Background: an optimization exercise with open tools, aiming at small area, a short achievable clock period and few clock cycles. Do not read the settings as production practice.
Only simulation tests tie the RTL to the original design; equivalence was not proved.
Power figures rest on the tool's default switching activity, not on a simulated workload.

File: flow/config.mk
export PLATFORM = sky130hd
export DESIGN_NAME = mcl_crcfc
export DESIGN_NICKNAME = mcl_crcfc
export VERILOG_FILES = /design/flow/design.v
export SDC_FILE = /design/flow/constraint.sdc
export NUM_CORES = 4
export LEC_CHECK = 0
export ABC_CLOCK_PERIOD_IN_PS = 7000
export CAP_MARGIN = 20
export CORE_MARGIN = 2
export CORE_UTILIZATION = 40
export PLACE_DENSITY = 0.6
export SETUP_SLACK_MARGIN = 4.0
export SLEW_MARGIN = 20
export TNS_END_PERCENT = 5
File: flow/constraint.sdc
create_clock -name core_clock -period 12.0 [get_ports {clk}]
set_input_delay 2.4000 -clock core_clock [delete_from_list [all_inputs] [get_ports {clk}]]
set_output_delay 2.4000 -clock core_clock [all_outputs]
set_load 0.01 [all_outputs]
File: flow/design.v
module mcl_crcfc #(
    parameter integer BUF_SIZE  = 64,      
    parameter integer XBUF_SIZE = 56,      
    parameter integer MAXSIZE   = 64,      
    parameter [7:0]   DELIM     = 8'h7C    
) (
    input  wire        clk,
    input  wire        rst,         
    input  wire        bus_req,
    input  wire        bus_we,
    input  wire [13:0] bus_addr,
    input  wire [31:0] bus_wdata,
    output wire        bus_ack,
    output reg  [31:0] bus_rdata
);
    localparam [2:0] C_OK = 3'd0, C_OVERSIZE = 3'd1, C_NOTFOUND = 3'd2, C_FORMAT = 3'd3,
                     C_RANGE = 3'd4, C_AUTH = 3'd5, C_ILLEGAL = 3'd6;
    localparam [7:0] OP_NOP = 8'h00, OP_SRESET = 8'h01,
                     OP_CRC_SEED = 8'h10, OP_CRC_INIT_N = 8'h11, OP_CRC_INIT_I = 8'h12,
                     OP_CRC_BYTE_N = 8'h13, OP_CRC_BYTE_I = 8'h14,
                     OP_CRC_RANGE_N = 8'h15, OP_CRC_RANGE_I = 8'h16,
                     OP_MSG_CSUM = 8'h18, OP_MSG_SETCSUM = 8'h19, OP_MSG_VERIFY = 8'h1A,
                     OP_CLEAR = 8'h20, OP_APP_U8 = 8'h21, OP_APP_U16 = 8'h22, OP_APP_I16 = 8'h23,
                     OP_APP_U32 = 8'h24, OP_APP_I32 = 8'h25, OP_APP_BOOL = 8'h26,
                     OP_APP_FLOAT = 8'h27, OP_APP_STR = 8'h28,
                     OP_LOCATE = 8'h30, OP_FIELD_COUNT = 8'h31, OP_RD_U8 = 8'h32,
                     OP_RD_U16 = 8'h33, OP_RD_I16 = 8'h34, OP_RD_U32 = 8'h35, OP_RD_I32 = 8'h36,
                     OP_RD_BYTES = 8'h37, OP_CUR_FIRST = 8'h38, OP_CUR_LAST = 8'h39,
                     OP_CUR_NEXT = 8'h3A, OP_CUR_PREV = 8'h3B;
    localparam [3:0] S_IDLE = 4'd0, S_CRC = 4'd1, S_MSGH = 4'd2, S_VER = 4'd3, S_APP = 4'd4,
                     S_SCAN = 4'd5, S_RDV = 4'd6, S_RDB = 4'd7, S_DONE = 4'd8,
                     S_STALL = 4'd9, S_CBYTE = 4'd10, S_FIN = 4'd11;
    function [15:0] crc_n_byte(input [15:0] acc, input [7:0] b);
        integer k;
        reg [15:0] a;
        begin
            a = acc ^ {b, 8'h00};
            for (k = 0; k < 8; k = k + 1)
                a = a[15] ? ((a << 1) ^ 16'h1021) : (a << 1);
            crc_n_byte = a;
        end
    endfunction
    function [15:0] rev16(input [15:0] x);
        integer k;
        begin
            for (k = 0; k < 16; k = k + 1) rev16[k] = x[15-k];
        end
    endfunction
    function [7:0] rev8(input [7:0] x);
        integer k;
        begin
            for (k = 0; k < 8; k = k + 1) rev8[k] = x[7-k];
        end
    endfunction
    function [32:0] float_to_int(input [31:0] x);
        reg [30:0] v;
        reg [4:0]  sh;
        begin
            sh = 5'd29 - x[27:23];            
            v  = {1'b1, x[22:0], 7'd0} >> sh;
            if (x[30:23] < 8'd127)
                float_to_int = {1'b0, 32'd0};
            else if (x[30:23] > 8'd157)
                float_to_int = (x == 32'hCF000000) ? {1'b0, 32'h80000000} : {1'b1, 32'd0};
            else
                float_to_int = {1'b0, x[31] ? (32'd0 - {1'b0, v}) : {1'b0, v}};
        end
    endfunction
    function [6:0] ffs64(input [63:0] v);
        reg [31:0] a;
        reg [15:0] b;
        reg [7:0]  c;
        reg [3:0]  d;
        reg [1:0]  e;
        reg [5:0]  ix;
        begin
            ix[5] = ~|v[31:0];  a = ix[5] ? v[63:32] : v[31:0];
            ix[4] = ~|a[15:0];  b = ix[4] ? a[31:16] : a[15:0];
            ix[3] = ~|b[7:0];   c = ix[3] ? b[15:8]  : b[7:0];
            ix[2] = ~|c[3:0];   d = ix[2] ? c[7:4]   : c[3:0];
            ix[1] = ~|d[1:0];   e = ix[1] ? d[3:2]   : d[1:0];
            ix[0] = ~e[0];
            ffs64 = {~|v, ix};
        end
    endfunction
    function [3:0] pop8(input [7:0] v);
        integer k;
        begin
            pop8 = 4'd0;
            for (k = 0; k < 8; k = k + 1) pop8 = pop8 + {3'd0, v[k]};
        end
    endfunction
    reg [31:0] cmd_r, opa, opb, res;
    reg [2:0]  code;
    reg [15:0] crc;
    reg [5:0]  lstart, llen, cidx, fcount;
    reg        cvalid;
    reg [3:0]  state;
    reg [6:0]  cur;        
    reg [6:0]  hi;         
    reg [5:0]  kk;         
    reg [7:0]  carry;      
    reg        mhi;        
    reg        nk;         
    reg [15:0] bak;        
    reg        mv;
    reg        mv_set, mv_clr;
    reg  [5:0] count_r;    
    reg  [5:0] nd0_r;      
    reg        fresh;      
    reg  idle_r;           
    reg  crc_r;            
    reg  scan_r;           
    reg  [5:0] slen;       
    wire idle = idle_r;
    wire [511:0] bflat;
    wire [447:0] xflat;
    reg  [63:0] bwe;        
    wire [31:0] lanes;      
    reg         bclr;       
    reg         dsz_we;     
    reg  [5:0]  dsz_val;
    reg  [55:0] xwe;        
    reg  [7:0]  xdat;
    wire        bclr_any = rst | bclr;
    wire [31:0] lanes_c  = lanes & {32{~bclr_any}};
    genvar gi;
    generate
        for (gi = 0; gi < 64; gi = gi + 1) begin : g_buf
            reg [7:0] q;
            if (gi == 5) begin : g_dsz
                always @(posedge clk) begin
                    if (bwe[gi] || dsz_we || bclr_any)
                        q <= dsz_we ? {2'b00, dsz_val} & {8{~bclr_any}} : lanes_c[8*(gi%4) +: 8];
                end
            end else begin : g_plain
                always @(posedge clk) begin
                    if (bwe[gi] || bclr_any)
                        q <= lanes_c[8*(gi%4) +: 8];
                end
            end
            assign bflat[8*gi +: 8] = q;
        end
        for (gi = 0; gi < 56; gi = gi + 1) begin : g_xbuf
            reg [7:0] q;
            always @(posedge clk) begin
                if (xwe[gi])
                    q <= xdat;
            end
            assign xflat[8*gi +: 8] = q;
        end
    endgenerate
    wire [7:0] dsize   = bflat[8*5 +: 8];
    wire       pay_bad = (dsize > 8'd58);
    wire       dnz     = (dsize != 8'd0);
    wire [5:0]  eng_a = scan_r ? cur[5:0] + 6'd6 : cur[5:0];
    wire [15:0] hdec = 16'd1 << bus_addr[5:2];
    wire [3:0]  bdec = 4'd1 << bus_addr[1:0];
    wire [15:0] edec = 16'd1 << eng_a[5:2];
    wire [3:0]  ebdc = 4'd1 << eng_a[1:0];
    wire [15:0] kdec = 16'd1 << kk[5:2];
    wire [3:0]  kbdc = 4'd1 << kk[1:0];
    wire [15:0] kwdc = 16'd1 << kk[3:0];
    reg  [15:0] bws;
    reg  [3:0]  bbs, xbs;
    reg  [13:0] xws;
    reg  [31:0] bword, xword;
    reg  [7:0]  bbyte, xbyte;
    integer pi;
    always @(*) begin
        bws = idle ? hdec : edec;
        bbs = idle ? bdec : ebdc;
        xws = (state == S_APP) ? kwdc[13:0] : hdec[13:0];
        xbs = bdec;
        bword = 32'd0;
        for (pi = 0; pi < 16; pi = pi + 1) bword = bword | (bflat[32*pi +: 32] & {32{bws[pi]}});
        bbyte = 8'd0;
        for (pi = 0; pi < 4; pi = pi + 1)  bbyte = bbyte | (bword[8*pi +: 8] & {8{bbs[pi]}});
        xword = 32'd0;
        for (pi = 0; pi < 14; pi = pi + 1) xword = xword | (xflat[32*pi +: 32] & {32{xws[pi]}});
        xbyte = 8'd0;
        for (pi = 0; pi < 4; pi = pi + 1)  xbyte = xbyte | (xword[8*pi +: 8] & {8{xbs[pi]}});
    end
    wire rgn_reg = (bus_addr[13:12] == 2'd0);
    wire rgn_buf = (bus_addr[13:12] == 2'd1);
    wire rgn_xb  = (bus_addr[13:12] == 2'd2);
    wire reg_ok  = rgn_reg && (bus_addr[11:6] == 6'd0) && (bus_addr[1:0] == 2'd0);
    wire hw      = idle && bus_req && bus_we;
    wire w_cmd   = hw && reg_ok && hdec[0];
    wire w_opa   = hw && reg_ok && hdec[1];
    wire w_opb   = hw && reg_ok && hdec[2];
    wire w_buf   = hw && rgn_buf;
    wire w_xb    = hw && rgn_xb;
    reg [31:0] reg_rdata;
    always @(*) begin
        reg_rdata = ({32{hdec[0]}}  & cmd_r) |
                    ({32{hdec[1]}}  & opa) |
                    ({32{hdec[2]}}  & opb) |
                    ({32{hdec[3]}}  & res) |
                    ({32{hdec[4]}}  & {29'd0, code}) |
                    ({32{hdec[5]}}  & {16'd0, crc}) |
                    ({32{hdec[6]}}  & {18'd0, llen, 2'd0, lstart}) |
                    ({32{hdec[7]}}  & {cvalid, 9'd0, fcount, 10'd0, cidx}) |
                    ({32{hdec[8]}}  & {24'd0, DELIM}) |
                    ({32{hdec[9]}}  & {16'd64, 16'd64}) |
                    ({32{hdec[10]}} & 32'd56);
    end
    always @(*) begin
        case (bus_addr[13:12])
            2'd0:    bus_rdata = reg_rdata;
            2'd1:    bus_rdata = {24'd0, bbyte};
            2'd2:    bus_rdata = {24'd0, xbyte};
            default: bus_rdata = 32'd0;
        endcase
    end
    wire        stall = (state == S_STALL);
    wire        go    = w_cmd || stall;
    wire [31:0] cw    = idle ? bus_wdata : cmd_r;    
    wire [7:0]  cop   = cw[7:0];
    wire        cw_z  = (cw[31:8] == 24'd0);
    wire        cw_i  = (cw[31:17] == 15'd0);
    wire [7:0]  kin   = cw[16] ? {2'b00, cidx} : cw[15:8];
    reg op_z, op_i;
    always @(*) begin
        op_z = 1'b0;
        op_i = 1'b0;
        case (cop)
            OP_NOP, OP_SRESET, OP_CRC_SEED, OP_CRC_INIT_N, OP_CRC_INIT_I, OP_CRC_BYTE_N,
            OP_CRC_BYTE_I, OP_CRC_RANGE_N, OP_CRC_RANGE_I, OP_MSG_CSUM, OP_MSG_SETCSUM,
            OP_MSG_VERIFY, OP_CLEAR, OP_APP_U8, OP_APP_U16, OP_APP_I16, OP_APP_U32,
            OP_APP_I32, OP_APP_BOOL, OP_APP_FLOAT, OP_APP_STR, OP_FIELD_COUNT,
            OP_CUR_FIRST, OP_CUR_LAST, OP_CUR_NEXT, OP_CUR_PREV:
                op_z = 1'b1;
            OP_LOCATE, OP_RD_U8, OP_RD_U16, OP_RD_I16, OP_RD_U32, OP_RD_I32, OP_RD_BYTES:
                op_i = 1'b1;
            default: ;
        endcase
    end
    wire cw_legal = (op_z && cw_z) || (op_i && cw_i);
    wire is_crng = (cop == OP_CRC_RANGE_N) || (cop == OP_CRC_RANGE_I);
    wire is_msg  = (cop == OP_MSG_CSUM) || (cop == OP_MSG_SETCSUM) || (cop == OP_MSG_VERIFY);
    wire is_app  = (cop[7:3] == 5'b00100 && cop[2:0] != 3'd0) || (cop == OP_APP_STR);
    wire is_u32  = (cop == OP_APP_U32);
    wire is_i32  = (cop == OP_APP_I32);
    wire is_flt  = (cop == OP_APP_FLOAT);
    wire is_str  = (cop == OP_APP_STR);
    wire is_w2   = (cop == OP_APP_U16) || (cop == OP_APP_I16);
    wire is_fc   = (cop == OP_FIELD_COUNT);
    wire is_cur  = (cop[7:2] == 6'b001110);
    wire is_dec  = (cop == OP_LOCATE) || (cop[7:3] == 5'b00110 && cop[2:0] != 3'd0 && cop[2:0] != 3'd1) ||
                   (cop == OP_RD_BYTES);
    wire [32:0] fconv  = float_to_int(opa);
    wire        v16_2  = (opa[15:8] != 8'd0);             
    wire        u32_4  = (opa[31:16] != 16'd0);
    wire        i32_n2 = (opa[31:15] == 17'h1FFFF);       
    wire        i32_4  = u32_4 && !i32_n2;
    wire        i32_2  = i32_n2 || (!u32_4 && v16_2);
    wire        u32_2  = !u32_4 && v16_2;
    reg  [31:0] app_val;      
    reg  [2:0]  app_len;
    always @(*) begin
        app_val = {opa[7:0], 24'd0};
        app_len = 3'd1;
        if ((is_w2 && v16_2) || (is_u32 && u32_2) || (is_i32 && i32_2)) begin
            app_val = {opa[15:0], 16'd0};
            app_len = 3'd2;
        end
        if ((is_u32 && u32_4) || (is_i32 && i32_4)) begin
            app_val = opa;
            app_len = 3'd4;
        end
        if (is_flt) begin
            app_val = fconv[31:0];
            app_len = 3'd4;
        end
        if (cop == OP_APP_BOOL)
            app_val = {7'd0, (opa != 32'd0), 24'd0};
    end
    wire        str_rng  = (opb[15:0] > 16'd56);
    wire [5:0]  str_len  = opb[5:0];
    wire        app_rng  = (is_flt && fconv[32]) || (is_str && str_rng);
    wire [6:0]  app_tot  = {6'd0, dnz} + (is_str ? {1'b0, str_len} : {4'd0, app_len});
    wire [8:0]  app_new  = {1'b0, dsize} + {2'b00, app_tot};
    wire [8:0]  dsep     = {1'b0, dsize} + {8'd0, dnz};
    wire        over1    = (dsep > 9'd55);
    wire        over2    = (dsep > 9'd54);
    wire        over4    = (dsep > 9'd52);
    wire        overs    = (dsep + {3'd0, str_len} > 9'd56);
    wire        app_over = is_str ? overs :
                           (app_len == 3'd4) ? over4 : (app_len == 3'd2) ? over2 : over1;
    wire [31:0] app_src  = is_str ? xword : {app_val[7:0], app_val[15:8], app_val[23:16], app_val[31:24]};
    reg [63:0] dl;
    integer di;
    always @(*) begin
        dl = 64'd0;
        for (di = 0; di < 58; di = di + 1)
            dl[di] = (bflat[8*(6+di) +: 8] == DELIM) && (di < dsize);
    end
    wire pc_1 = dl[0] ^ dl[1] ^ dl[2];
    wire pc_2 = (dl[0] & dl[1]) | (dl[0] & dl[2]) | (dl[1] & dl[2]);
    wire pc_3 = dl[3] ^ dl[4] ^ dl[5];
    wire pc_4 = (dl[3] & dl[4]) | (dl[3] & dl[5]) | (dl[4] & dl[5]);
    wire pc_5 = dl[6] ^ dl[7] ^ dl[8];
    wire pc_6 = (dl[6] & dl[7]) | (dl[6] & dl[8]) | (dl[7] & dl[8]);
    wire pc_7 = dl[9] ^ dl[10] ^ dl[11];
    wire pc_8 = (dl[9] & dl[10]) | (dl[9] & dl[11]) | (dl[10] & dl[11]);
    wire pc_9 = dl[12] ^ dl[13] ^ dl[14];
    wire pc_10 = (dl[12] & dl[13]) | (dl[12] & dl[14]) | (dl[13] & dl[14]);
    wire pc_11 = dl[15] ^ dl[16] ^ dl[17];
    wire pc_12 = (dl[15] & dl[16]) | (dl[15] & dl[17]) | (dl[16] & dl[17]);
    wire pc_13 = dl[18] ^ dl[19] ^ dl[20];
    wire pc_14 = (dl[18] & dl[19]) | (dl[18] & dl[20]) | (dl[19] & dl[20]);
    wire pc_15 = dl[21] ^ dl[22] ^ dl[23];
    wire pc_16 = (dl[21] & dl[22]) | (dl[21] & dl[23]) | (dl[22] & dl[23]);
    wire pc_17 = dl[24] ^ dl[25] ^ dl[26];
    wire pc_18 = (dl[24] & dl[25]) | (dl[24] & dl[26]) | (dl[25] & dl[26]);
    wire pc_19 = dl[27] ^ dl[28] ^ dl[29];
    wire pc_20 = (dl[27] & dl[28]) | (dl[27] & dl[29]) | (dl[28] & dl[29]);
    wire pc_21 = dl[30] ^ dl[31] ^ dl[32];
    wire pc_22 = (dl[30] & dl[31]) | (dl[30] & dl[32]) | (dl[31] & dl[32]);
    wire pc_23 = dl[33] ^ dl[34] ^ dl[35];
    wire pc_24 = (dl[33] & dl[34]) | (dl[33] & dl[35]) | (dl[34] & dl[35]);
    wire pc_25 = dl[36] ^ dl[37] ^ dl[38];
    wire pc_26 = (dl[36] & dl[37]) | (dl[36] & dl[38]) | (dl[37] & dl[38]);
    wire pc_27 = dl[39] ^ dl[40] ^ dl[41];
    wire pc_28 = (dl[39] & dl[40]) | (dl[39] & dl[41]) | (dl[40] & dl[41]);
    wire pc_29 = dl[42] ^ dl[43] ^ dl[44];
    wire pc_30 = (dl[42] & dl[43]) | (dl[42] & dl[44]) | (dl[43] & dl[44]);
    wire pc_31 = dl[45] ^ dl[46] ^ dl[47];
    wire pc_32 = (dl[45] & dl[46]) | (dl[45] & dl[47]) | (dl[46] & dl[47]);
    wire pc_33 = dl[48] ^ dl[49] ^ dl[50];
    wire pc_34 = (dl[48] & dl[49]) | (dl[48] & dl[50]) | (dl[49] & dl[50]);
    wire pc_35 = dl[51] ^ dl[52] ^ dl[53];
    wire pc_36 = (dl[51] & dl[52]) | (dl[51] & dl[53]) | (dl[52] & dl[53]);
    wire pc_37 = dl[54] ^ dl[55] ^ dl[56];
    wire pc_38 = (dl[54] & dl[55]) | (dl[54] & dl[56]) | (dl[55] & dl[56]);
    wire pc_39 = pc_1 ^ pc_3 ^ pc_5;
    wire pc_40 = (pc_1 & pc_3) | (pc_1 & pc_5) | (pc_3 & pc_5);
    wire pc_41 = pc_7 ^ pc_9 ^ pc_11;
    wire pc_42 = (pc_7 & pc_9) | (pc_7 & pc_11) | (pc_9 & pc_11);
    wire pc_43 = pc_13 ^ pc_15 ^ pc_17;
    wire pc_44 = (pc_13 & pc_15) | (pc_13 & pc_17) | (pc_15 & pc_17);
    wire pc_45 = pc_19 ^ pc_21 ^ pc_23;
    wire pc_46 = (pc_19 & pc_21) | (pc_19 & pc_23) | (pc_21 & pc_23);
    wire pc_47 = pc_25 ^ pc_27 ^ pc_29;
    wire pc_48 = (pc_25 & pc_27) | (pc_25 & pc_29) | (pc_27 & pc_29);
    wire pc_49 = pc_31 ^ pc_33 ^ pc_35;
    wire pc_50 = (pc_31 & pc_33) | (pc_31 & pc_35) | (pc_33 & pc_35);
    wire pc_51 = pc_37 ^ dl[57];
    wire pc_52 = pc_37 & dl[57];
    wire pc_53 = pc_2 ^ pc_4 ^ pc_6;
    wire pc_54 = (pc_2 & pc_4) | (pc_2 & pc_6) | (pc_4 & pc_6);
    wire pc_55 = pc_8 ^ pc_10 ^ pc_12;
    wire pc_56 = (pc_8 & pc_10) | (pc_8 & pc_12) | (pc_10 & pc_12);
    wire pc_57 = pc_14 ^ pc_16 ^ pc_18;
    wire pc_58 = (pc_14 & pc_16) | (pc_14 & pc_18) | (pc_16 & pc_18);
    wire pc_59 = pc_20 ^ pc_22 ^ pc_24;
    wire pc_60 = (pc_20 & pc_22) | (pc_20 & pc_24) | (pc_22 & pc_24);
    wire pc_61 = pc_26 ^ pc_28 ^ pc_30;
    wire pc_62 = (pc_26 & pc_28) | (pc_26 & pc_30) | (pc_28 & pc_30);
    wire pc_63 = pc_32 ^ pc_34 ^ pc_36;
    wire pc_64 = (pc_32 & pc_34) | (pc_32 & pc_36) | (pc_34 & pc_36);
    wire pc_65 = pc_39 ^ pc_41 ^ pc_43;
    wire pc_66 = (pc_39 & pc_41) | (pc_39 & pc_43) | (pc_41 & pc_43);
    wire pc_67 = pc_45 ^ pc_47 ^ pc_49;
    wire pc_68 = (pc_45 & pc_47) | (pc_45 & pc_49) | (pc_47 & pc_49);
    wire pc_69 = pc_40 ^ pc_42 ^ pc_44;
    wire pc_70 = (pc_40 & pc_42) | (pc_40 & pc_44) | (pc_42 & pc_44);
    wire pc_71 = pc_46 ^ pc_48 ^ pc_50;
    wire pc_72 = (pc_46 & pc_48) | (pc_46 & pc_50) | (pc_48 & pc_50);
    wire pc_73 = pc_52 ^ pc_53 ^ pc_55;
    wire pc_74 = (pc_52 & pc_53) | (pc_52 & pc_55) | (pc_53 & pc_55);
    wire pc_75 = pc_57 ^ pc_59 ^ pc_61;
    wire pc_76 = (pc_57 & pc_59) | (pc_57 & pc_61) | (pc_59 & pc_61);
    wire pc_77 = pc_63 ^ pc_38;
    wire pc_78 = pc_63 & pc_38;
    wire pc_79 = pc_54 ^ pc_56 ^ pc_58;
    wire pc_80 = (pc_54 & pc_56) | (pc_54 & pc_58) | (pc_56 & pc_58);
    wire pc_81 = pc_60 ^ pc_62 ^ pc_64;
    wire pc_82 = (pc_60 & pc_62) | (pc_60 & pc_64) | (pc_62 & pc_64);
    wire pc_83 = pc_65 ^ pc_67 ^ pc_51;
    wire pc_84 = (pc_65 & pc_67) | (pc_65 & pc_51) | (pc_67 & pc_51);
    wire pc_85 = pc_66 ^ pc_68 ^ pc_69;
    wire pc_86 = (pc_66 & pc_68) | (pc_66 & pc_69) | (pc_68 & pc_69);
    wire pc_87 = pc_71 ^ pc_73 ^ pc_75;
    wire pc_88 = (pc_71 & pc_73) | (pc_71 & pc_75) | (pc_73 & pc_75);
    wire pc_89 = pc_70 ^ pc_72 ^ pc_74;
    wire pc_90 = (pc_70 & pc_72) | (pc_70 & pc_74) | (pc_72 & pc_74);
    wire pc_91 = pc_76 ^ pc_78 ^ pc_79;
    wire pc_92 = (pc_76 & pc_78) | (pc_76 & pc_79) | (pc_78 & pc_79);
    wire pc_93 = pc_84 ^ pc_85 ^ pc_87;
    wire pc_94 = (pc_84 & pc_85) | (pc_84 & pc_87) | (pc_85 & pc_87);
    wire pc_95 = pc_86 ^ pc_88 ^ pc_89;
    wire pc_96 = (pc_86 & pc_88) | (pc_86 & pc_89) | (pc_88 & pc_89);
    wire pc_97 = pc_91 ^ pc_81;
    wire pc_98 = pc_91 & pc_81;
    wire pc_99 = pc_90 ^ pc_92 ^ pc_80;
    wire pc_100 = (pc_90 & pc_92) | (pc_90 & pc_80) | (pc_92 & pc_80);
    wire pc_101 = pc_94 ^ pc_95 ^ pc_97;
    wire pc_102 = (pc_94 & pc_95) | (pc_94 & pc_97) | (pc_95 & pc_97);
    wire pc_103 = pc_96 ^ pc_98 ^ pc_99;
    wire pc_104 = (pc_96 & pc_98) | (pc_96 & pc_99) | (pc_98 & pc_99);
    wire pc_105 = pc_102 ^ pc_103 ^ pc_82;
    wire pc_106 = (pc_102 & pc_103) | (pc_102 & pc_82) | (pc_103 & pc_82);
    wire pc_107 = pc_106 ^ pc_104 ^ pc_100;
    wire pc_108 = (pc_106 & pc_104) | (pc_106 & pc_100) | (pc_104 & pc_100);
    wire pc_109 = pc_93 ^ pc_77;
    wire pc_110 = pc_93 & pc_77;
    wire pc_111 = pc_101 ^ pc_110;
    wire pc_112 = pc_101 & pc_110;
    wire pc_113 = pc_105 ^ pc_112;
    wire pc_114 = pc_105 & pc_112;
    wire pc_115 = pc_107 ^ pc_114;
    wire pc_116 = pc_107 & pc_114;
    wire pc_117 = pc_108 ^ pc_116;
    wire pc_118 = pc_108 & pc_116;
    wire [5:0] dcount = {pc_117, pc_115, pc_113, pc_111, pc_109, pc_83};
    wire [5:0] count  = dcount + {5'd0, dnz};
    wire        in_scan = scan_r;
    wire        go_dec  = go && is_dec && fresh;
    wire        fu_busy = in_scan || go_dec;
    wire [5:0]  nx_st   = in_scan ? hi[5:0] + 6'd1 : go_dec ? nd0_r + 6'd1 : 6'd0;
    reg  [63:0] nx_ge;
    integer si;
    always @(*) begin
        for (si = 0; si < 64; si = si + 1) nx_ge[si] = (si >= nx_st);
    end
    wire [6:0] ndn   = ffs64(dl & nx_ge);
    wire [5:0] ndne  = ndn[6] ? dsize[5:0] : ndn[5:0];
    wire [5:0] fs      = in_scan ? cur[5:0] : 6'd0;
    wire [5:0] fe      = in_scan ? hi[5:0] : nd0_r;
    wire [5:0] seg_len = in_scan ? slen : nd0_r;
    wire [7:0] dop     = in_scan ? cmd_r[7:0] : cop;
    wire [2:0] rd_w    = (dop == OP_RD_U8) ? 3'd1 : (dop == OP_RD_U16 || dop == OP_RD_I16) ? 3'd2 : 3'd4;
    wire       seg_nul = (seg_len == 6'd0);
    wire       rdb_bad = (seg_len > 6'd56);
    wire       fmt_bad = seg_nul || (seg_len > {3'd0, rd_w});
    wire       fnd_end = (dop == OP_LOCATE) || ((dop == OP_RD_BYTES) ? (rdb_bad || seg_nul) : fmt_bad);
    reg  [31:0] cbytes;
    reg  [3:0]  cact;
    reg         cinv;
    wire [5:0]  cw_base  = {cur[5:2], 2'b00};
    wire        crc_last = ({1'b0, cur[5:2]} + 5'd1) >= (hi[6:2] + {4'd0, |hi[1:0]});
    wire [1:0]  nbi      = hi[1:0] - 2'd1;
    wire [7:0]  nb       = bword[8*nbi +: 8];
    wire [8:0]  msg_e    = {2'b00, hi} + {1'b0, nb};
    reg  [6:0]  cpos [0:3];
    integer cj;
    always @(*) begin
        for (cj = 0; cj < 4; cj = cj + 1) cpos[cj] = {1'b0, cw_base} + cj;
        cinv = crc_r ? (cmd_r[7:0] != OP_CRC_RANGE_N) : bus_wdata[2];
        if (crc_r) begin
            cbytes = bword;
            for (cj = 0; cj < 4; cj = cj + 1)
                cact[cj] = (cpos[cj] >= {1'b0, cur[5:0]}) && ((cpos[cj] < hi) || !nk);
        end else begin
            cbytes = {24'd0, opa[7:0]};
            cact   = 4'b0001;
        end
    end
    wire [15:0] cc0 = cinv ? rev16(crc) : crc;
    wire [7:0]  cb0 = cinv ? rev8(cbytes[7:0])   : cbytes[7:0];
    wire [7:0]  cb1 = cinv ? rev8(cbytes[15:8])  : cbytes[15:8];
    wire [7:0]  cb2 = cinv ? rev8(cbytes[23:16]) : cbytes[23:16];
    wire [7:0]  cb3 = cinv ? rev8(cbytes[31:24]) : cbytes[31:24];
    wire [15:0] cc1 = cact[0] ? crc_n_byte(cc0, cb0) : cc0;
    wire [15:0] cc2 = cact[1] ? crc_n_byte(cc1, cb1) : cc1;
    wire [15:0] cc3 = cact[2] ? crc_n_byte(cc2, cb2) : cc2;
    wire [15:0] cc4 = cact[3] ? crc_n_byte(cc3, cb3) : cc3;
    wire [15:0] crc_out = cinv ? rev16(cc4) : cc4;
    wire [16:0] rng_end  = {1'b0, opa[15:0]} + {1'b0, opb[15:0]};
    wire        rng_bad  = (rng_end > 17'd64);
    wire        rng_m    = (opb[15:0] != 16'd0);
    wire        msg_bad  = (opa[15:6] != 10'd0) || (opa[5:0] > 6'd58);
    wire        k_nf     = (kin >= {2'b00, count_r});
    wire        k_zero   = (kin == 8'd0);
    wire        m_u32    = u32_4 && dnz;
    wire        m_i32    = i32_4 && dnz;
    wire        m_str    = (opb[15:3] != 13'd0) || ({1'b0, opb[2:0]} + {3'd0, dnz} > 4'd4);
    wire        z_nul    = (nd0_r == 6'd0);
    wire        z_rdb    = z_nul || (nd0_r > 6'd56);
    wire        z_rd1    = z_nul || (nd0_r > 6'd1);
    wire        z_rd2    = z_nul || (nd0_r > 6'd2);
    wire        z_rd4    = z_nul || (nd0_r > 6'd4);
    wire        nf_c     = ({2'b00, cidx} >= {2'b00, count_r});    
    wire        f_msg    = !msg_bad && !mv;
    wire        f_fc     = !fresh && !pay_bad;
    wire        f_cur    = !fresh && !pay_bad && !cvalid;
    function multi_f(input [31:0] w);
        reg [7:0] o;
        reg       z0, z1, fe0, nf, k0, dec;
        begin
            o   = w[7:0];
            z0  = (w[31:17] == 15'd0);
            z1  = z0 && (w[16:8] == 9'd0);
            nf  = w[16] ? nf_c : (w[15:8] >= {2'b00, count_r});
            k0  = w[16] ? (cidx == 6'd0) : (w[15:8] == 8'd0);
            fe0 = ((o == OP_LOCATE)) ||
                  ((o == OP_RD_U8) && z_rd1) ||
                  ((o == OP_RD_U16 || o == OP_RD_I16) && z_rd2) ||
                  ((o == OP_RD_U32 || o == OP_RD_I32) && z_rd4) ||
                  ((o == OP_RD_BYTES) && z_rdb);
            dec = (o == OP_LOCATE) || (o == OP_RD_U8) || (o == OP_RD_U16) || (o == OP_RD_I16) ||
                  (o == OP_RD_U32) || (o == OP_RD_I32) || (o == OP_RD_BYTES);
            multi_f = (z1 && (((o == OP_CRC_RANGE_N || o == OP_CRC_RANGE_I) && rng_m) ||
                              ((o == OP_MSG_CSUM || o == OP_MSG_SETCSUM || o == OP_MSG_VERIFY) && f_msg) ||
                              ((o == OP_APP_U32) && m_u32) ||
                              ((o == OP_APP_I32) && m_i32) ||
                              ((o == OP_APP_FLOAT) && dnz) ||
                              ((o == OP_APP_STR) && m_str) ||
                              ((o == OP_FIELD_COUNT) && f_fc) ||
                              ((o[7:2] == 6'b001110) && f_cur))) ||
                      (z0 && dec && !pay_bad && (!fresh || (!nf && !(k0 && fe0))));
        end
    endfunction
    wire        app_m    = (is_u32 && m_u32) || (is_i32 && m_i32) || (is_flt && dnz) || (is_str && m_str);
    reg [3:0]  state_n;
    reg [31:0] cmd_n, opa_n, opb_n, res_n;
    reg [2:0]  code_n;
    reg [15:0] crc_n;
    reg [5:0]  lstart_n, llen_n, cidx_n, fcount_n;
    reg        cvalid_n;
    reg [6:0]  cur_n, hi_n;
    reg [5:0]  kk_n;
    reg [7:0]  carry_n;
    reg        mhi_n, nk_n;
    reg [5:0]  slen_n;
    reg [15:0] bak_n;
    reg        ack_c;
    reg [5:0]  wpos;
    reg [3:0]  wm;
    reg [31:0] win;
    reg [5:0]  xaddr;
    reg        xen;
    task found;
        begin
            case (dop)
                OP_LOCATE: begin
                    lstart_n = fs;
                    llen_n   = seg_len;
                end
                OP_RD_BYTES: begin
                    if (rdb_bad) begin
                        code_n = C_RANGE;
                    end else if (seg_nul) begin
                        res_n  = 32'd0;
                    end else begin
                        res_n   = {26'd0, seg_len};
                        cur_n   = {1'b0, fs} + 7'd6;
                        hi_n    = {1'b0, seg_len};
                        kk_n    = 6'd0;
                        state_n = S_RDB;
                    end
                end
                default: begin
                    if (fmt_bad) begin
                        code_n  = C_FORMAT;
                    end else begin
                        res_n   = 32'd0;
                        cur_n   = {1'b0, fs} + 7'd6;
                        hi_n    = {1'b0, seg_len};
                        state_n = S_RDV;
                    end
                end
            endcase
        end
    endtask
    wire [5:0] fc   = cvalid ? fcount : count_r;
    wire [5:0] fcm1 = fc - 6'd1;
    reg  [5:0] cur_idx;
    always @(*) begin
        case (cop[1:0])
            2'd0:    cur_idx = 6'd0;
            2'd1:    cur_idx = fcm1;
            2'd2:    cur_idx = (cidx >= fcm1) ? fcm1 : cidx + 6'd1;
            default: cur_idx = (cidx == 6'd0) ? 6'd0 :
                               ((cidx - 6'd1) > fcm1) ? fcm1 : cidx - 6'd1;
        endcase
    end
    wire [31:0] rdv     = {res[23:0], bbyte};
    wire [1:0] eo = hi[1:0];
    wire [7:0] vb0 = bword[7:0], vb1 = bword[15:8], vb2 = bword[23:16], vb3 = bword[31:24];
    always @(*) begin
        state_n  = state;
        cmd_n    = cmd_r;
        opa_n    = opa;
        opb_n    = opb;
        res_n    = res;
        code_n   = code;
        crc_n    = crc;
        lstart_n = lstart;
        llen_n   = llen;
        cidx_n   = cidx;
        fcount_n = fcount;
        cvalid_n = cvalid;
        cur_n    = cur;
        hi_n     = hi;
        kk_n     = kk;
        carry_n  = carry;
        mhi_n    = mhi;
        nk_n     = nk;
        slen_n   = slen;
        bak_n    = bak;
        bclr     = 1'b0;
        dsz_we   = 1'b0;
        dsz_val  = app_new[5:0];
        wpos     = hi[5:0];
        wm       = 4'b0000;
        win      = {16'd0, crc[7:0], crc[15:8]};
        xaddr    = kk;
        xen      = 1'b0;
        xdat     = bbyte;
        ack_c    = 1'b1;
        mv_set   = 1'b0;
        mv_clr   = 1'b0;
        case (state)
            S_IDLE, S_STALL: begin
                if (w_buf) begin
                    wpos = bus_addr[5:0];
                    wm   = 4'b0001;
                    win  = {4{bus_wdata[7:0]}};
                end
                xaddr = bus_addr[5:0];
                xdat  = bus_wdata[7:0];
                xen   = w_xb;
                if (w_opa) begin
                    opa_n  = bus_wdata;
                    mv_clr = 1'b1;
                end
                if (w_opb) opb_n = bus_wdata;
                if (go) begin
                    ack_c   = stall ? !multi_f(cmd_r) : !multi_f(bus_wdata);
                    state_n = S_IDLE;
                    cmd_n   = cw;
                    code_n  = C_OK;
                    if (!cw_legal) begin
                        code_n = C_ILLEGAL;
                    end else begin
                        case (cop)
                            OP_SRESET: begin
                                mv_clr   = 1'b1;
                                bclr     = 1'b1;
                                cmd_n    = 32'd1;
                                opa_n    = 32'd0;
                                opb_n    = 32'd0;
                                res_n    = 32'd0;
                                crc_n    = 16'd0;
                                lstart_n = 6'd0;
                                llen_n   = 6'd0;
                                cidx_n   = 6'd0;
                                fcount_n = 6'd0;
                                cvalid_n = 1'b0;
                            end
                            OP_CRC_SEED:   begin crc_n = opa[15:0]; mv_clr = 1'b1; end
                            OP_CRC_INIT_N: begin crc_n = 16'h0000;  mv_clr = 1'b1; end
                            OP_CRC_INIT_I: begin crc_n = 16'hFFFF;  mv_clr = 1'b1; end
                            OP_CRC_BYTE_N, OP_CRC_BYTE_I: begin
                                mv_clr  = 1'b1;
                                crc_n   = crc_out;
                            end
                            OP_CRC_RANGE_N, OP_CRC_RANGE_I: begin
                                if (rng_bad) begin
                                    code_n  = C_RANGE;
                                    state_n = rng_m ? S_DONE : S_IDLE;
                                end else if (rng_m) begin
                                    mv_clr  = 1'b1;
                                    nk_n    = 1'b1;
                                    cur_n   = opa[6:0];
                                    hi_n    = rng_end[6:0];
                                    state_n = S_CRC;
                                end
                            end
                            OP_MSG_CSUM, OP_MSG_SETCSUM, OP_MSG_VERIFY: begin
                                if (msg_bad) begin
                                    code_n = C_RANGE;
                                end else if (mv) begin
                                    res_n = (cop == OP_MSG_VERIFY) ? 32'd1 : {16'd0, crc};
                                end else begin
                                    mv_clr  = 1'b1;
                                    bak_n   = crc;
                                    crc_n   = 16'hFFFF;
                                    cur_n   = {1'b0, opa[5:0]};
                                    hi_n    = {1'b0, opa[5:0]} + 7'd6;
                                    nk_n    = 1'b0;
                                    state_n = S_CRC;
                                end
                            end
                            OP_CLEAR: begin
                                bclr     = 1'b1;
                                lstart_n = 6'd0;
                                llen_n   = 6'd0;
                                cidx_n   = 6'd0;
                                fcount_n = 6'd0;
                                cvalid_n = 1'b0;
                            end
                            OP_APP_U8, OP_APP_U16, OP_APP_I16, OP_APP_U32, OP_APP_I32,
                            OP_APP_BOOL, OP_APP_FLOAT, OP_APP_STR: begin
                                if (app_rng) begin
                                    code_n  = C_RANGE;
                                    state_n = app_m ? S_DONE : S_IDLE;
                                end else if (app_over) begin
                                    code_n  = C_OVERSIZE;
                                    state_n = app_m ? S_DONE : S_IDLE;
                                end else begin
                                    wpos    = dsize[5:0] + 6'd6;
                                    win     = dnz ? {app_src[23:0], DELIM} : app_src;
                                    wm      = {app_tot > 7'd3, app_tot > 7'd2, app_tot > 7'd1, app_tot > 7'd0};
                                    carry_n = app_src[31:24];
                                    if (app_m) begin
                                        cur_n   = {1'b0, dsize[5:0]} + 7'd10;
                                        hi_n    = app_tot - 7'd4;
                                        kk_n    = 6'd1;
                                        state_n = S_APP;
                                    end else begin
                                        dsz_we  = 1'b1;
                                    end
                                end
                            end
                            OP_FIELD_COUNT: begin
                                if (pay_bad)     code_n  = C_RANGE;
                                else if (!fresh) state_n = S_STALL;
                                else             res_n   = {26'd0, count_r};
                            end
                            OP_CUR_FIRST, OP_CUR_LAST, OP_CUR_NEXT, OP_CUR_PREV: begin
                                if (!cvalid && pay_bad) begin
                                    code_n = C_RANGE;
                                end else if (!cvalid && !fresh) begin
                                    state_n = S_STALL;
                                end else begin
                                    fcount_n = fc;
                                    cvalid_n = 1'b1;
                                    if (fc == 6'd0) begin
                                        cidx_n = 6'd0;
                                        code_n = C_NOTFOUND;
                                    end else begin
                                        cidx_n = cur_idx;
                                        res_n  = {26'd0, cur_idx};
                                    end
                                end
                            end
                            OP_LOCATE, OP_RD_U8, OP_RD_U16, OP_RD_I16, OP_RD_U32, OP_RD_I32,
                            OP_RD_BYTES: begin
                                if (pay_bad) begin
                                    code_n = C_RANGE;
                                end else if (!fresh) begin
                                    state_n = S_STALL;
                                end else if (k_nf) begin
                                    code_n = C_NOTFOUND;
                                end else if (k_zero) begin
                                    found;
                                end else begin
                                    cur_n   = {1'b0, nd0_r} + 7'd1;
                                    hi_n    = {1'b0, ndne};
                                    slen_n  = ndne - nd0_r - 6'd1;
                                    kk_n    = kin[5:0] - 6'd1;
                                    state_n = S_SCAN;
                                end
                            end
                            default: ;    
                        endcase
                    end
                end
            end
            S_CRC: begin
                crc_n = crc_out;
                cur_n = {cur[5:2] + 5'd1, 2'b00};
                ack_c = 1'b0;
                if (crc_last && !nk) begin
                    nk_n = 1'b1;
                    hi_n = msg_e[6:0];
                    if (msg_e + ((cmd_r[7:0] == OP_MSG_CSUM) ? 9'd0 : 9'd2) > 9'd64) begin
                        crc_n   = bak;
                        code_n  = C_RANGE;
                        state_n = S_DONE;
                    end else if (msg_e <= {2'b00, cur[5:2] + 5'd1, 2'b00}) begin
                        crc_n = 16'hFFFF;
                        cur_n = {1'b0, opa[5:0]};
                    end
                end else if (crc_last) begin
                    cur_n = hi;
                    if (cmd_r[7:4] == 4'h1 && cmd_r[3]) begin
                        state_n = S_FIN;
                    end else begin
                        ack_c   = 1'b1;
                        state_n = S_IDLE;
                    end
                end
            end
            S_FIN: begin
                state_n = S_IDLE;
                case (cmd_r[7:0])
                    OP_MSG_CSUM: res_n = {16'd0, crc};
                    OP_MSG_SETCSUM: begin
                        res_n  = {16'd0, crc};
                        wpos   = hi[5:0];
                        wm     = 4'b0011;
                        mv_set = 1'b1;
                    end
                    default: begin
                        case (eo)
                            2'd0: begin
                                if (vb0 == crc[15:8] && vb1 == crc[7:0]) begin res_n = 32'd1; mv_set = 1'b1; end
                                else begin res_n = 32'd0; code_n = C_AUTH; end
                            end
                            2'd1: begin
                                if (vb1 == crc[15:8] && vb2 == crc[7:0]) begin res_n = 32'd1; mv_set = 1'b1; end
                                else begin res_n = 32'd0; code_n = C_AUTH; end
                            end
                            2'd2: begin
                                if (vb2 == crc[15:8] && vb3 == crc[7:0]) begin res_n = 32'd1; mv_set = 1'b1; end
                                else begin res_n = 32'd0; code_n = C_AUTH; end
                            end
                            default: begin
                                mhi_n   = (vb3 == crc[15:8]);
                                cur_n   = hi + 7'd1;
                                ack_c   = 1'b0;
                                state_n = S_VER;
                            end
                        endcase
                    end
                endcase
            end
            S_VER: begin
                if (mhi && vb0 == crc[7:0]) begin
                    res_n  = 32'd1;
                    mv_set = 1'b1;
                end else begin
                    res_n  = 32'd0;
                    code_n = C_AUTH;
                end
                state_n = S_IDLE;
            end
            S_APP: begin
                wpos    = cur[5:0];
                win     = dnz ? {xword[23:0], carry} : xword;
                wm      = {hi > 7'd3, hi > 7'd2, hi > 7'd1, 1'b1};
                carry_n = xword[31:24];
                kk_n    = kk + 6'd1;
                cur_n   = cur + 7'd4;
                hi_n    = hi - 7'd4;
                ack_c   = (hi <= 7'd4);
                if (hi <= 7'd4) begin
                    dsz_we  = 1'b1;
                    state_n = S_IDLE;
                end
            end
            S_SCAN: begin
                ack_c = 1'b0;
                if (kk == 6'd0) begin
                    ack_c   = fnd_end || (seg_len == 6'd1);
                    state_n = S_IDLE;
                    found;
                    if (!fnd_end) begin
                        cur_n = {1'b0, fs} + 7'd7;
                        hi_n  = {1'b0, seg_len} - 7'd1;
                        if (dop == OP_RD_BYTES) begin
                            xen  = 1'b1;
                            kk_n = 6'd1;
                        end else begin
                            res_n = {24'd0, bbyte};
                        end
                        if (seg_len == 6'd1) state_n = S_IDLE;
                    end
                end else begin
                    cur_n  = hi + 7'd1;
                    hi_n   = {1'b0, ndne};
                    slen_n = ndne - hi[5:0] - 6'd1;
                    kk_n  = kk - 6'd1;
                end
            end
            S_RDV: begin
                res_n = rdv;
                cur_n = cur + 7'd1;
                hi_n  = hi - 7'd1;
                ack_c = (hi == 7'd1);
                if (hi == 7'd1) begin
                    if (cmd_r[7:0] == OP_RD_I16) res_n = {{16{rdv[15]}}, rdv[15:0]};
                    state_n = S_IDLE;
                end
            end
            S_RDB: begin
                xen   = 1'b1;
                cur_n = cur + 7'd1;
                hi_n  = hi - 7'd1;
                kk_n  = kk + 6'd1;
                ack_c = (hi == 7'd1);
                if (hi == 7'd1) state_n = S_IDLE;
            end
            S_CBYTE: begin
                crc_n   = crc_out;
                state_n = S_IDLE;
            end
            default: state_n = S_IDLE;    
        endcase
    end
    assign bus_ack = ack_c;
    wire [1:0]  wr  = wpos[1:0];
    assign lanes = (wr == 2'd0) ? win :
                   (wr == 2'd1) ? {win[23:0], win[31:24]} :
                   (wr == 2'd2) ? {win[15:0], win[31:16]} :
                                  {win[7:0],  win[31:8]};
    wire [7:0]  wspan = {4'd0, wm} << wpos[1:0];
    reg  [63:0] wsel;
    integer bi;
    always @(*) begin
        for (bi = 0; bi < 64; bi = bi + 1)
            bwe[bi] = ((wpos[5:2] == bi / 4) && wspan[bi % 4]) ||
                      ((wpos[5:2] == bi / 4 - 1) && (bi >= 4) && wspan[4 + bi % 4]);
        for (bi = 0; bi < 56; bi = bi + 1)
            xwe[bi] = xen && (idle ? (hdec[bi / 4] && bdec[bi % 4]) : (kdec[bi / 4] && kbdc[bi % 4]));
    end
    wire bwrite = (|wm) || dsz_we || bclr_any;
    always @(posedge clk) begin
        if (rst) begin
            state  <= S_IDLE;
            idle_r <= 1'b1;
            crc_r  <= 1'b0;
            scan_r <= 1'b0;
            cmd_r  <= 32'd0;
            opa    <= 32'd0;
            opb    <= 32'd0;
            res    <= 32'd0;
            code   <= C_OK;
            crc    <= 16'd0;
            lstart <= 6'd0;
            llen   <= 6'd0;
            cidx   <= 6'd0;
            fcount <= 6'd0;
            cvalid <= 1'b0;
        end else begin
            state  <= state_n;
            idle_r <= (state_n == S_IDLE);
            crc_r  <= (state_n == S_CRC);
            scan_r <= (state_n == S_SCAN);
            cmd_r  <= cmd_n;
            opa    <= opa_n;
            opb    <= opb_n;
            res    <= res_n;
            code   <= code_n;
            crc    <= crc_n;
            lstart <= lstart_n;
            llen   <= llen_n;
            cidx   <= cidx_n;
            fcount <= fcount_n;
            cvalid <= cvalid_n;
        end
        cur     <= cur_n;
        hi      <= hi_n;
        kk      <= kk_n;
        carry   <= carry_n;
        mhi     <= mhi_n;
        nk      <= nk_n;
        slen    <= slen_n;
        bak     <= bak_n;
        count_r <= count;
        if (!fu_busy) nd0_r <= ndne;
        fresh   <= !bwrite;
        if (rst || mv_clr || (bwrite && !mv_set))
            mv <= 1'b0;
        else if (mv_set)
            mv <= 1'b1;
    end
endmodule
File: flow/run.sh
#!/bin/bash
# synth_recipe.tcl (not shown) runs the flow's synth.tcl, then flattens the netlist and writes it again
# the make line also repeats each setting of config.mk as NAME=value (left out here)
make -C /OpenROAD-flow-scripts/flow DESIGN_CONFIG=/design/flow/config.mk WORK_HOME=/design/flow/orfs CLKGATE_MAP_FILE= SYNTH_SCRIPT=/design/flow/synth_recipe.tcl finish
==> flow_summary.toml <==
[status]
outcome = "finished clean"

[global_routing]
antenna_found_initial = 15
grt_pass1_vias = 67300
track_usage_pct = 40.6
grt_max_degree = 71
gr-usage-met2_pct = 58.1
use_met1_pct = 55.5
grt_pass1_wl_mm = 547
overflow = 0
grt-busiest-layer = "met2"
grt_use_met3_pct = 11.8

[yosys]
syn_avg_cell_area_sq_um = 9.80
async_flop_share_pct = 0
yosys-top-cells-area = "edfxtp_1 41%, a22oi_1 5.9%, dfxtp_1 5.0%"
synth_top_area_share_pct = 41.0
ys_warn_count = 2
synth_ff_type = "edfxtp_1"
syn_inst = 7595
yosysUniqueCellTypes = 108
yosysSeqAreaShare_pct = 46.0
synth_nets = 7868
synth_area_sq_um = 74500
synth_top_area_cell = "edfxtp_1"
synth_edf_count = 1017
ys_ff_latch = 1204

[placed_design]
gp_congestion = 1.07
dp_hpwl_mm = 292
numPortBuffers = 82

[pwr]
comb_power_share_pct = 11.9
p_switching_mw = 2.85
vdd_ir_drop_max_mv = 0.134
p_int_mw = 7.31
seqPwrFrac_pct = 46.6
switching_share_pct = 28.0
total_power_mw = 10.2
p_leak_nw = 30.5
powerDensity_nw_per_um2 = 116
power.share.clock_pct = 41.5

[clock_network]
cts.sinks = 1204
clock_latency_ps = 850
root_buffer = "clkbuf_16"
htreeDepth = 4
cts_hold_buf = 0
tritoncts = "built"
clk_pin_slew_worst_paths_ps = 60
cts_buffers = 134
cts_buffer_depth = 3

[detailed_routing]
drtIter0Drc = 13200
vias = 72900
viasPerCell = 7.01
drc = 0
firstDrtPassIters = 11
wl_mm = 399
routedWlPerCell_microns = 38.4
postRouteAntennaNets = 0

[sta]
tightest_slew_ps = 1280
finalSetupTns_ps = 0
hold_viol = 0
slew_headroom_pct = 14.5
rsz0062_at_grt = "true"
period_needed_ps = 8400
clock_skew_ps = 52.9
slew_violations = 0
whs_ps = 501
finalSetupViolCount = 0
fmax_mhz = 119
period_share_pct = 70.0

[final_layout]
drive_above_1_share_pct = 17.0
area_growth_pct = 17.7
seq_area_sq_um = 34300
layout.nets = 8071
fill_cells = 17500
multi_input_area_sq_um = 39500

[floorplan]
rows = 158
die_h_microns = 435
dieArea_sq_um = 190000
ios = 83
coreArea_sq_um = 185000
initial_core_util_pct = 40.2
die_x_microns = 435

[worst_hold_path]
hold_end = "res[31]$_SDFFE_PP0P_"
hp-start = "res[31]$_SDFFE_PP0P_"
hold_path_depth = 2
hold_class = "flip-flop to flip-flop"

[worst_setup_path]
r2r-start = "g_buf[5].q[7]$_SDFFCE_PP0P_"
slowest_stage = "clkdlybuf4s50_1"
critPathMaxFanout = 25
rrSetupSlack_ps = 3730
startpoint_type = "flip-flop"
crit_type = "flip-flop to output pin"
critPathArrivalTime_ps = 6000
cp-end-kind = "output pin"
path_cells = "inv_1 -> ha_4 -> buf_4 -> nor2b_4 -> a22o_2 -> buf_6 -> nand2_1 -> o22ai_1 -> buf_4 -> a22oi_1 -> nand4_1 -> nor2_4 -> nor2_1 -> a21oi_1 -> o221ai_1 -> buf_4 -> nand2_1 -> o21ai_2 -> clkdlybuf4s50_1"
critPathMaxStageDelay_ps = 580
crit_top_cell = "buf_4"
crit_required_ps = 9600
r2r-end = "count_r[5]$_DFF_P_"
reg2regPathDepth = 17

[flow_run]
max_cap_viol_count = 0
cells in the mapped netlist, drive strengths merged (63+ instances only):
| cell type | instances |
|---|---|
| a31oi | 86 |
| o221ai | 81 |
| nand4 | 134 |
| nand3 | 247 |
| o22ai | 104 |
| clkbuf | 458 |
| nor2 | 827 |
| a22o | 75 |
| inv | 192 |
| a21oi | 436 |
| a211oi | 99 |
| o21ai | 364 |
| a221oi | 117 |
| dfxtp | 187 |
| xor2 | 106 |
| buf | 110 |
| ha | 166 |
| nand2 | 637 |
| nand2b | 63 |
| a22oi | 588 |
| edfxtp | 1017 |
| nor3 | 141 |
| xnor2 | 162 |
| nor4 | 73 |
| mux2i | 171 |
cells in the final DEF, fill, tap and decap left out, drive strengths merged, types with 60 or more instances in the layout:
cell type	instances
edfxtp	1017
nor2	827
nand2	637
a22oi	588
buf	561
a21oi	436
o21ai	365
nand3	247
inv	194
dfxtp	187
mux2i	171
ha	166
clkbuf	166
xnor2	162
nor3	141
nand4	134
a221oi	117
xor2	106
o22ai	104
a211oi	99
a31oi	86
o221ai	81
a22o	75
nor4	73
nand2b	63
clkinv	62
or2	60
critical path, delay by kind of cell (launching register included):
family	cells	cell delay (ps)
adder cells (fa/ha/maj)	1	320
AO/OA/AOI/OAI	6	1110
flip-flops	1	460
buffers and inverters	6	2080
AND/OR/NAND/NOR	6	1130
kinds of logic (layout without fill, tap and decap cells):
group	Yosys count	count (layout)	synth area share, %
buffers and inverters	764	1073	4.02
AND/OR/NAND/NOR	2530	2533	16.3
flip-flops	1204	1204	46.0
adder cells (fa/ha/maj)	223	223	4.32
multiplexers	256	256	4.17
other	0	10	0
XOR/XNOR	278	278	3.51
AO/OA/AOI/OAI	2340	2341	21.7
layer usage:
metal / wire length, microns / up-vias
met4: 25000 / 10
li1: - / 29600
met2: 164000 / 5897
met3: 53300 / 1158
met5: 150 / -
met1: 157000 / 36200
sequential cells by signal (all words and copies together) (netlist names), 7 cells and up:
register and count:
g_buf.q 512, g_xbuf.q 448, cmd_r 32, opa 32, opb 32, res 32
bak 16, crc 16, carry 8, hi 7
worst max path at each step:
stage	from	end	slack (ps)	cells past startpoint
finish	cur[1]$_DFFE_PP_	bus_rdata[6]	3600	19
global route	bus_addr[0]	slen[4]$_DFFE_PP_	3660	33
CTS	g_buf[5].q[0]$_DFFE_PP_	g_buf[53].q[1]$_DFFE_PP_	3730	25
global placement	bus_addr[5]	crc[6]$_SDFFE_PP0P_	1370	31
floorplan	bus_addr[5]	crc[1]$_SDFFE_PP0P_	3900	33
detailed placement	bus_addr[5]	crc[6]$_SDFFE_PP0P_	1230	31
power groups by stage:
| stage | clock, mW | combinational [mW] | sequential [mW] |
|---|---|---|---|
| after floorplan | 0 | 0.534 | 4.75 |
| after global placement | 0 | 1.01 | 4.82 |
| after detailed placement | 0 | 1.01 | 4.81 |
| after CTS | 4.25 | 1.13 | 4.73 |
| after global routing | 4.41 | 1.23 | 4.73 |
| final | 4.22 | 1.21 | 4.73 |
what timing repair did:
item | 4_1_cts | 5_1_grt
gates cloned | 7 | 1
buffers inserted | 154 | 14
gates resized for setup | 475 | 59
setup endpoints to repair | 1084 | 1076
pin swaps | 108 | 37
through the flow:
stage / setup WS, ps / utilization [%] / instances / area (sq um)
final: 3600 / 47.3 / 10400 / 87600
after global routing: 3660 / 47.3 / 10400 / 87600
after CTS: 3730 / 47.0 / 10400 / 87100
after detailed placement: 1230 / 42.9 / 9962 / 79600
after global placement: 1370 / 42.9 / 9961 / 79500
after floorplan: 3900 / - / 7595 / 74600
final cells by class:
| cell class | count | share of cell area, % |
|---|---|---|
| diodes | 10 | 0.0286 |
| multi-input cells | 5631 | 45.1 |
| repair inverters | 1 | 0.00571 |
| clock buffers | 165 | 4.05 |
| well taps | 2480 | 3.54 |
| flip-flops and latches | 1204 | 39.1 |
| clock inverters | 81 | 1.09 |
| inverters | 194 | 0.857 |
| repair buffers | 632 | 6.22 |
Testbench counts, summed over its fixed seeds: cycles 30,910.

==> port drivers added, routing unchanged <==
No port has a modelled driver above. Below, the same layout with a new extraction and two added sets of constraints. Step 1 (the two cells are an assumption about what drives the block):
set clk [get_ports {clk}]
set_driving_cell -lib_cell sky130_fd_sc_hd__clkbuf_16 $clk
set_driving_cell -lib_cell sky130_fd_sc_hd__buf_2 [delete_from_list [all_inputs] $clk]
Step 2 times the ports against the registers' clock, not the clock port: input delays grow and output delays shrink by t, the midpoint of the rising clock arrivals with the driver on. a / b / c = ideal / step 1 / step 2; a / b = the first two.
t, ns: 0.905
setup WS [ns]: 3.599 / 3.512 / 2.863
clock arrival spread, ns: 0.053 / 0.053
After both steps setup and hold are still met in this run. For this run, drivers alone change the setup slack by -0.087 ns; drivers and shift together by -0.736 ns.
